From an optimization exercise on the open Yosys and OpenROAD flow, aimed at small area; shortcuts taken in it are not production practice. For this run, only the layout was checked, not whether the RTL still works. Power is estimated from default activity; no workload was simulated.

==> design/flow/design.v <==
module lcd_hd44780 (
    input  wire       clk,
    input  wire       rst,           
    input  wire       f_wr,
    input  wire       f_e,
    input  wire       f_rs,
    input  wire       f_rw,
    input  wire [7:0] gp_data,
    input  wire       dirty_rd,      
    input  wire       host_sel,      
    input  wire [5:0] host_addr,
    output wire [7:0] host_data,
    output reg        dirty_lcd,
    output reg        dirty_cgram,
    output reg        rd_valid,
    output reg  [7:0] rd_data,
    output reg        fault,
    output reg  [2:0] fault_code,
    output reg  [7:0] fault_info,
    output reg  [6:0] cursor_addr,
    output reg        disp_on,
    output reg        cursor_on,
    output reg        blink_on,
    output reg        entry_shift,
    output reg        fs_dl8,
    output reg        fs_lines2,
    output reg        fs_font,
    output reg  [1:0] fs_table
);
    localparam [7:0] BLANK = 8'h20;
    localparam [2:0] F_UNDEF_CMD   = 3'd1;
    localparam [2:0] F_DD_UNMAPPED = 3'd3;
    localparam [2:0] F_DISP_SHIFT  = 3'd4;
    reg [7:0] ddram [0:39];
    reg [7:0] cgram [0:63];
    reg       prev_e;
    reg [5:0] cgram_addr;
    reg       mode_cg;               
    reg       inc_up;                
    wire fire     = f_wr && prev_e && !f_e && !fault;
    wire do_cmd   = fire && !f_rs && !f_rw;
    wire do_stat  = fire && !f_rs &&  f_rw;
    wire do_wdata = fire &&  f_rs && !f_rw;
    wire do_rdata = fire &&  f_rs &&  f_rw;
    wire in_line1 = (cursor_addr <= 7'h13);
    wire at_bnd1  = (cursor_addr == 7'h14);
    wire in_line2 = (cursor_addr >= 7'h40) && (cursor_addr <= 7'h53);
    wire at_bnd2  = (cursor_addr == 7'h54);
    wire unmapped = !(in_line1 || at_bnd1 || in_line2 || at_bnd2);
    wire [6:0] line2_idx = cursor_addr - 7'h40 + 7'd20;
    wire [5:0] dd_idx    = in_line1 ? cursor_addr[5:0] : line2_idx[5:0];
    wire [6:0] dd_next = cursor_addr + (inc_up ? 7'd1 : 7'h7f);
    wire [5:0] cg_next = {cgram_addr[5:3], cgram_addr[2:0] + (inc_up ? 3'd1 : 3'd7)};
    wire c_ddaddr  = gp_data[7];
    wire c_cgaddr  = gp_data[7:6] == 2'b01;
    wire c_funcset = gp_data[7:5] == 3'b001;
    wire c_shift   = gp_data[7:4] == 4'b0001;
    wire c_display = gp_data[7:3] == 5'b00001;
    wire c_entry   = gp_data[7:2] == 6'b000001;
    wire c_home    = gp_data[7:1] == 7'b0000001;
    wire c_clear   = gp_data == 8'h01;
    wire c_undef   = gp_data == 8'h00;
    wire ev_clear      = do_cmd && c_clear;
    wire ev_cmd_fault  = do_cmd && (c_undef || (c_shift && gp_data[3]));
    wire dd_access     = (do_wdata || do_rdata) && !mode_cg;
    wire ev_dd_fault   = dd_access && unmapped;
    wire ev_fault      = ev_cmd_fault || ev_dd_fault;
    wire ev_dd_write   = do_wdata && !mode_cg && (in_line1 || in_line2);
    wire ev_shift1     = do_wdata && !mode_cg && at_bnd1;
    wire ev_shift2     = do_wdata && !mode_cg && at_bnd2;
    wire ev_cg_write   = do_wdata && mode_cg;
    wire notify_lcd    = ev_clear || ev_dd_write || ev_shift1 || ev_shift2;
    wire notify_cgram  = ev_cg_write;
    integer j;
    reg [7:0] dd_word;
    always @(*) begin
        dd_word = 8'h00;
        for (j = 0; j < 40; j = j + 1)
            if (dd_idx == j)
                dd_word = ddram[j];
    end
    reg [7:0] read_val;
    always @(*) begin
        if (!f_rs)
            read_val = {1'b0, mode_cg ? {1'b0, cgram_addr} : cursor_addr};
        else if (mode_cg)
            read_val = cgram[cgram_addr];
        else if (in_line1 || in_line2)
            read_val = dd_word;
        else
            read_val = BLANK;
    end
    always @(posedge clk) begin
        if (rst) begin
            prev_e      <= 1'b0;
            cursor_addr <= 7'd0;
            cgram_addr  <= 6'd0;
            mode_cg     <= 1'b0;
            inc_up      <= 1'b1;
            disp_on     <= 1'b0;
            cursor_on   <= 1'b0;
            blink_on    <= 1'b0;
            entry_shift <= 1'b0;
            fs_dl8      <= 1'b1;
            fs_lines2   <= 1'b0;
            fs_font     <= 1'b0;
            fs_table    <= 2'd0;
            dirty_lcd   <= 1'b0;
            dirty_cgram <= 1'b0;
            rd_valid    <= 1'b0;
            rd_data     <= 8'd0;
            fault       <= 1'b0;
            fault_code  <= 3'd0;
            fault_info  <= 8'd0;
        end else begin
            rd_valid <= 1'b0;
            if (f_wr && !fault)
                prev_e <= f_e;
            if (!fault) begin
                if (dirty_rd) begin
                    dirty_lcd   <= 1'b0;
                    dirty_cgram <= 1'b0;
                end
                if (notify_lcd)
                    dirty_lcd <= 1'b1;
                if (notify_cgram)
                    dirty_cgram <= 1'b1;
            end
            if (ev_cmd_fault) begin
                fault      <= 1'b1;
                fault_code <= c_undef ? F_UNDEF_CMD : F_DISP_SHIFT;
                fault_info <= gp_data;
            end else if (ev_dd_fault) begin
                fault      <= 1'b1;
                fault_code <= F_DD_UNMAPPED;
                fault_info <= {1'b0, cursor_addr};
            end else if (do_cmd) begin
                if (c_ddaddr) begin
                    cursor_addr <= gp_data[6:0];
                    mode_cg     <= 1'b0;
                end else if (c_cgaddr) begin
                    cgram_addr  <= gp_data[5:0];
                    mode_cg     <= 1'b1;
                end else if (c_funcset) begin
                    fs_dl8      <= gp_data[4];
                    fs_lines2   <= gp_data[3];
                    fs_font     <= gp_data[2];
                    fs_table    <= gp_data[1:0];
                end else if (c_shift) begin
                    cursor_addr <= cursor_addr + (gp_data[2] ? 7'd1 : 7'h7f);
                end else if (c_display) begin
                    disp_on     <= gp_data[2];
                    cursor_on   <= gp_data[1];
                    blink_on    <= gp_data[0];
                end else if (c_entry) begin
                    inc_up      <= gp_data[1];
                    entry_shift <= gp_data[0];
                end else if (c_home) begin
                    cursor_addr <= 7'd0;
                    mode_cg     <= 1'b0;
                end else if (c_clear) begin
                    cursor_addr <= 7'd0;
                    mode_cg     <= 1'b0;
                    inc_up      <= 1'b1;
                end
            end else if (do_wdata || do_rdata) begin
                if (mode_cg)
                    cgram_addr <= cg_next;
                else if (!at_bnd1 && !at_bnd2)
                    cursor_addr <= dd_next;
            end
            if ((do_stat || do_rdata) && !ev_dd_fault) begin
                rd_valid <= 1'b1;
                rd_data  <= read_val;
            end
        end
    end
    integer i;
    always @(posedge clk) begin
        if (rst || ev_clear) begin
            for (i = 0; i < 40; i = i + 1)
                ddram[i] <= BLANK;
        end else if (ev_shift1) begin
            for (i = 0; i < 19; i = i + 1)
                ddram[i] <= ddram[i + 1];
            ddram[19] <= gp_data;
        end else if (ev_shift2) begin
            for (i = 20; i < 39; i = i + 1)
                ddram[i] <= ddram[i + 1];
            ddram[39] <= gp_data;
        end else if (ev_dd_write) begin
            for (i = 0; i < 40; i = i + 1)
                if (dd_idx == i)
                    ddram[i] <= gp_data;
        end
    end
    always @(posedge clk) begin
        if (ev_cg_write)
            cgram[cgram_addr] <= gp_data;
    end
    reg [7:0] host_dd;
    always @(*) begin
        host_dd = 8'h00;
        for (j = 0; j < 40; j = j + 1)
            if (host_addr == j)
                host_dd = ddram[j];
    end
    assign host_data = host_sel ? cgram[host_addr] : host_dd;
endmodule
==> design/flow/run.sh <==
#!/bin/bash
# synth_recipe.tcl (not shown) runs the flow's synth.tcl, then flattens the netlist and writes it again
# the make line also repeats each setting of config.mk as NAME=value (left out here)
make -C /OpenROAD-flow-scripts/flow DESIGN_CONFIG=/design/flow/config.mk WORK_HOME=/design/flow/orfs CLKGATE_MAP_FILE= SYNTH_SCRIPT=/design/flow/synth_recipe.tcl finish
==> design/flow/config.mk <==
export PLATFORM = sky130hd
export DESIGN_NAME = lcd_hd44780
export DESIGN_NICKNAME = lcd_hd44780
export VERILOG_FILES = /design/flow/design.v
export SDC_FILE = /design/flow/constraint.sdc
export NUM_CORES = 4
export LEC_CHECK = 0
export CAP_MARGIN = 20
export CORE_MARGIN = 2
export CORE_UTILIZATION = 40
export SLEW_MARGIN = 20
==> design/flow/constraint.sdc <==
create_clock -name core_clock -period 15.0 [get_ports {clk}]
set_input_delay 3.0000 -clock core_clock [delete_from_list [all_inputs] [get_ports {clk}]]
set_output_delay 3.0000 -clock core_clock [all_outputs]
set_load 0.01 [all_outputs]
==> run_results.csv <==
group,metric,value,unit
route,first_pass_iters,8,
synthesis,yosys.area.top_type,"edfxtp_1",
route,viasPerCell,6.88,
sta,fin_hold_ws,0.463,ns
clocking,clockBufferDepth,3,
place,place.port_buffers,68,
critical_path,setup.worst_path.end,"host_data[7]",
pwr,p_per_area,101,nW/um2
floorplan,core.rowCount,126,
sta,rsz0062_at_grt,"no",
synthesis,ys_seq_area_share,47.9,%
sta,fmax,92.4,MHz
place,dp_hpwl,132000,um
clocking,cts_max_level,3,
sta,min_period,10.82,ns
global_route,grt_pass1_wl,280000,um
critical_path,r2r_start,"cursor_addr[3]$_SDFFE_PP0P_",
synthesis,netlist_area,47500,um2
clocking,cts_setup_buffers,0,
synthesis,synth_edf_count,512,
floorplan,core,118000,um2
floorplan,die_y,349,um
sta,worstMarginPinSlew,1.20,ns
floorplan,die_w,349,um
sta,fin_skew,0.0359,ns
clocking,cts_resized,0,
clocking,clk_latency,0.72,ns
clocking,cts.sink_count,880,
clocking,clk_pin_slew,0.06,ns
clocking,tritoncts,"done",
clocking,cts_hold_buf,0,
clocking,cts_root_buf,"clkbuf_16",
synthesis,avgSynthCellArea,10.9,um2
place,placed_area,49300,um2
critical_path,worst_setup_path_end_kind,"output port",
critical_path,r2r_slack,9.34,ns
finish,fin_area,52500,um2
critical_path,critical_path_required,12.00,ns
global_route,grt_use_total,31.6,%
sta,setup_viol,0,
synthesis,ys.flop_type,"edfxtp_1",
route,avgRoutedWirePerCell,33.4,um
critical_path,worstPathMaxFanout,120,
global_route,overflow,0,
synthesis,yosys_warnings,2,
pwr,leakage,16.3,nW
critical_path,start_kind,"input port",
sta,slew_headroom,19.1,%
synthesis,synth.ff_latch_count,880,
route,drt-total-wl,196000,um
route,dr.first_iter.drc_count,7025,
finish,nets,4296,
sta,timing.final.crit_share,72.1,%
finish,syn_to_final_growth,10.6,%
sta,hold_viol_final,0,
critical_path,r2r-end,"rd_data[5]$_SDFFE_PP0P_",
synthesis,ys_async_sr_fraction,0,%
finish,utilization,44.5,%
global_route,grt_pass1_vias,38275,
sta,slew_viol_final,0,
critical_path,r2r_cells,11,
clocking,cts_buffers,95,
synthesis,netlist.area_leader.share,32.4,%
route,num_vias,40398,
pwr,peakVddDrop,0.0997,mV
outcome,status,"finished clean",
worst_hold_path,min_path_type,"reg -> reg",
global_route,grt_max_degree,123,
critical_path,crit_type,"in -> out",
run,cap_viol_max_count,0,
synthesis,syn_nets,4413,
finish,drive_above_1_share,15.0,%
floorplan,die_area,122000,um2
synthesis,synthTopCellsByArea,"edfxtp_1 32%, dfxtp_1 16%, mux4_2 9.4%, mux2i_1 5.2%, a211oi_1 4.9%",
synthesis,synth.most_common_cell,"nor2_1",
synthesis,synthTopCellsByCount,"534 x nor2_1, 512 x edfxtp_1, 368 x dfxtp_1, 333 x a21oi_1, 309 x a211oi_1",
place,place_congestion,1.01,
critical_path,crit_start,"host_addr[0]",
global_route,antenna_found_initial,7,
route,drc,0,
route,ant_nets,0,
floorplan,start_util,40.3,%
finish,fillers,10935,
synthesis,synth_cells,4375,
sta,finalSetupTns,0,ns
synthesis,yosys.cell_types.count,108,
floorplan,ioPinCount,69,
critical_path,cp_data_arrival_time,7.82,ns
## how the worst min path moves through the flow
stage	start	endpoint	slack, ns	cells after the start
6_report	blink_on$_SDFFE_PP0P_	blink_on$_SDFFE_PP0P_	0.46	2
5_1_grt	fault_code[1]$_SDFFE_PP0N_	fault_code[1]$_SDFFE_PP0N_	0.48	2
4_1_cts	blink_on$_SDFFE_PP0P_	blink_on$_SDFFE_PP0P_	0.47	2
3_5_place_dp	blink_on$_SDFFE_PP0P_	blink_on$_SDFFE_PP0P_	0.45	2
3_3_place_gp	blink_on$_SDFFE_PP0P_	blink_on$_SDFFE_PP0P_	0.44	2
2_1_floorplan	ddram[19][4]$_SDFFE_PP0P_	ddram[19][4]$_SDFFE_PP0P_	0.45	2
## layer usage
| metal | vias to the layer above | part of all wire (%) | GRT usage (%) | routed length [um] |
|---|---|---|---|---|
| met4 | 8 | 6.2 | 16.8 | 12200 |
| met3 | 672 | 12 | 8.38 | 24000 |
| met1 | 19921 | 37 | 40.9 | 73400 |
| met5 | - | 0.025 | 0 | 49 |
| li1 | 16920 | - | - | - |
| met2 | 2877 | 44 | 48.2 | 86800 |
## cell usage in the layout, fill, tap and decap left out, types with 11 or more instances in the layout
| cell | n |
|---|---|
| inv_1 | 33 |
| mux2i_1 | 244 |
| nand4_1 | 16 |
| o221ai_1 | 30 |
| nand2b_1 | 19 |
| a22o_1 | 36 |
| nor2_2 | 25 |
| and2_1 | 21 |
| a21oi_1 | 333 |
| nor3_1 | 47 |
| clkbuf_1 | 17 |
| a31oi_1 | 49 |
| nor4_1 | 23 |
| a22oi_1 | 128 |
| a221oi_1 | 49 |
| nor2b_1 | 25 |
| o31ai_1 | 11 |
| clkinv_1 | 12 |
| a32oi_1 | 18 |
| a211oi_1 | 309 |
| buf_4 | 120 |
| nand3_1 | 62 |
| edfxtp_1 | 512 |
| nand2_1 | 261 |
| o211ai_1 | 33 |
| o22ai_1 | 85 |
| mux2_2 | 51 |
| ha_1 | 13 |
| o21ai_0 | 177 |
| clkbuf_16 | 96 |
| nor2_4 | 17 |
| nor2_1 | 513 |
| nor3_4 | 11 |
| dfxtp_1 | 363 |
| clkdlybuf4s50_1 | 56 |
| mux4_2 | 198 |
| clkinv_2 | 18 |
| a21o_1 | 13 |
## metrics by stage
stage               worst slack, ns  std cells  total power [W]
CTS                            4.32       5871          0.00533
floorplan                      6.67       4375          0.00279
global placement               4.37       5693          0.00292
global route                   4.16       5872          0.00543
detailed placement             4.32       5696          0.00292
finish                         4.18       5875          0.00532
## critical path, cell delays in order
cell	delay (ns)
buf_8	0.49
buf_4	0.66
buf_12	0.50
o21ai_0	0.28
a21oi_1	0.26
nand2_1	0.12
a221oi_1	0.69
o31ai_1	0.27
a21oi_1	0.28
a221o_1	0.24
clkdlybuf4s50_1	0.57
## final cells by class
class	instances	area, um2	share of cell area (%)
Timing Repair Buffer	182	1540	2.94
Tap cell	1536	1920	3.66
Clock inverter	55	646	1.23
Sequential cell	880	22800	43.3
Clock buffer	120	2560	4.88
Inverter	34	128	0.243
Antenna cell	3	7.51	0.0143
Multi-Input combinational cell	3065	23000	43.7
## registers in the layout (all words and copies together), names as in the netlist, 2 cells and up
signal and cells:
fs_table 2, cursor_addr 7, cgram 512, ddram 320, rd_data 8, fault_code 3
cgram_addr 6, fault_info 8
## where the power goes
group	total, W	switching [W]	internal, W
Combinational	0.000327	0.000224	0.000103
Clock	0.00244	0.00105	0.00139
Sequential	0.00255	0.00000314	0.00255
## cell families (layout without fill, tap and decap cells)
family                   Yosys count  count (layout)  synth area share [%]
AO/OA/AOI/OAI                   1425            1425                  20.5
XOR/XNOR                          12              12                 0.221
adder cells (fa/ha/maj)           16              16                 0.469
AND/OR/NAND/NOR                 1117            1117                  11.0
flip-flops                       880             880                  47.9
buffers and inverters            430             391                  4.10
other                              0               3                     0
multiplexers                     495             495                  15.8

[separate check: timing with driven ports]
The results above use ideal ports. As a check the final layout listed here was re-extracted and re-timed, cells and wires unchanged. Step 1, drivers: a clkbuf_16 drives clk and a buf_2 each remaining input, both assumed. Step 2 times the ports against the registers' clock, not the clock port: input delays grow and output delays shrink by t, the midpoint of the rising clock arrivals with the driver on. Slacks: ideal ports / drivers / drivers and shift; pairs: ideal ports / drivers.
shift t [ns]: 0.776
slack for setup (ns): 4.178 / 4.130 / 4.130
worst setup path after step 2: input to output
After both steps setup and hold are still met in this run. For this run, drivers alone change the setup slack by -0.048 ns; drivers and shift together by -0.048 ns.
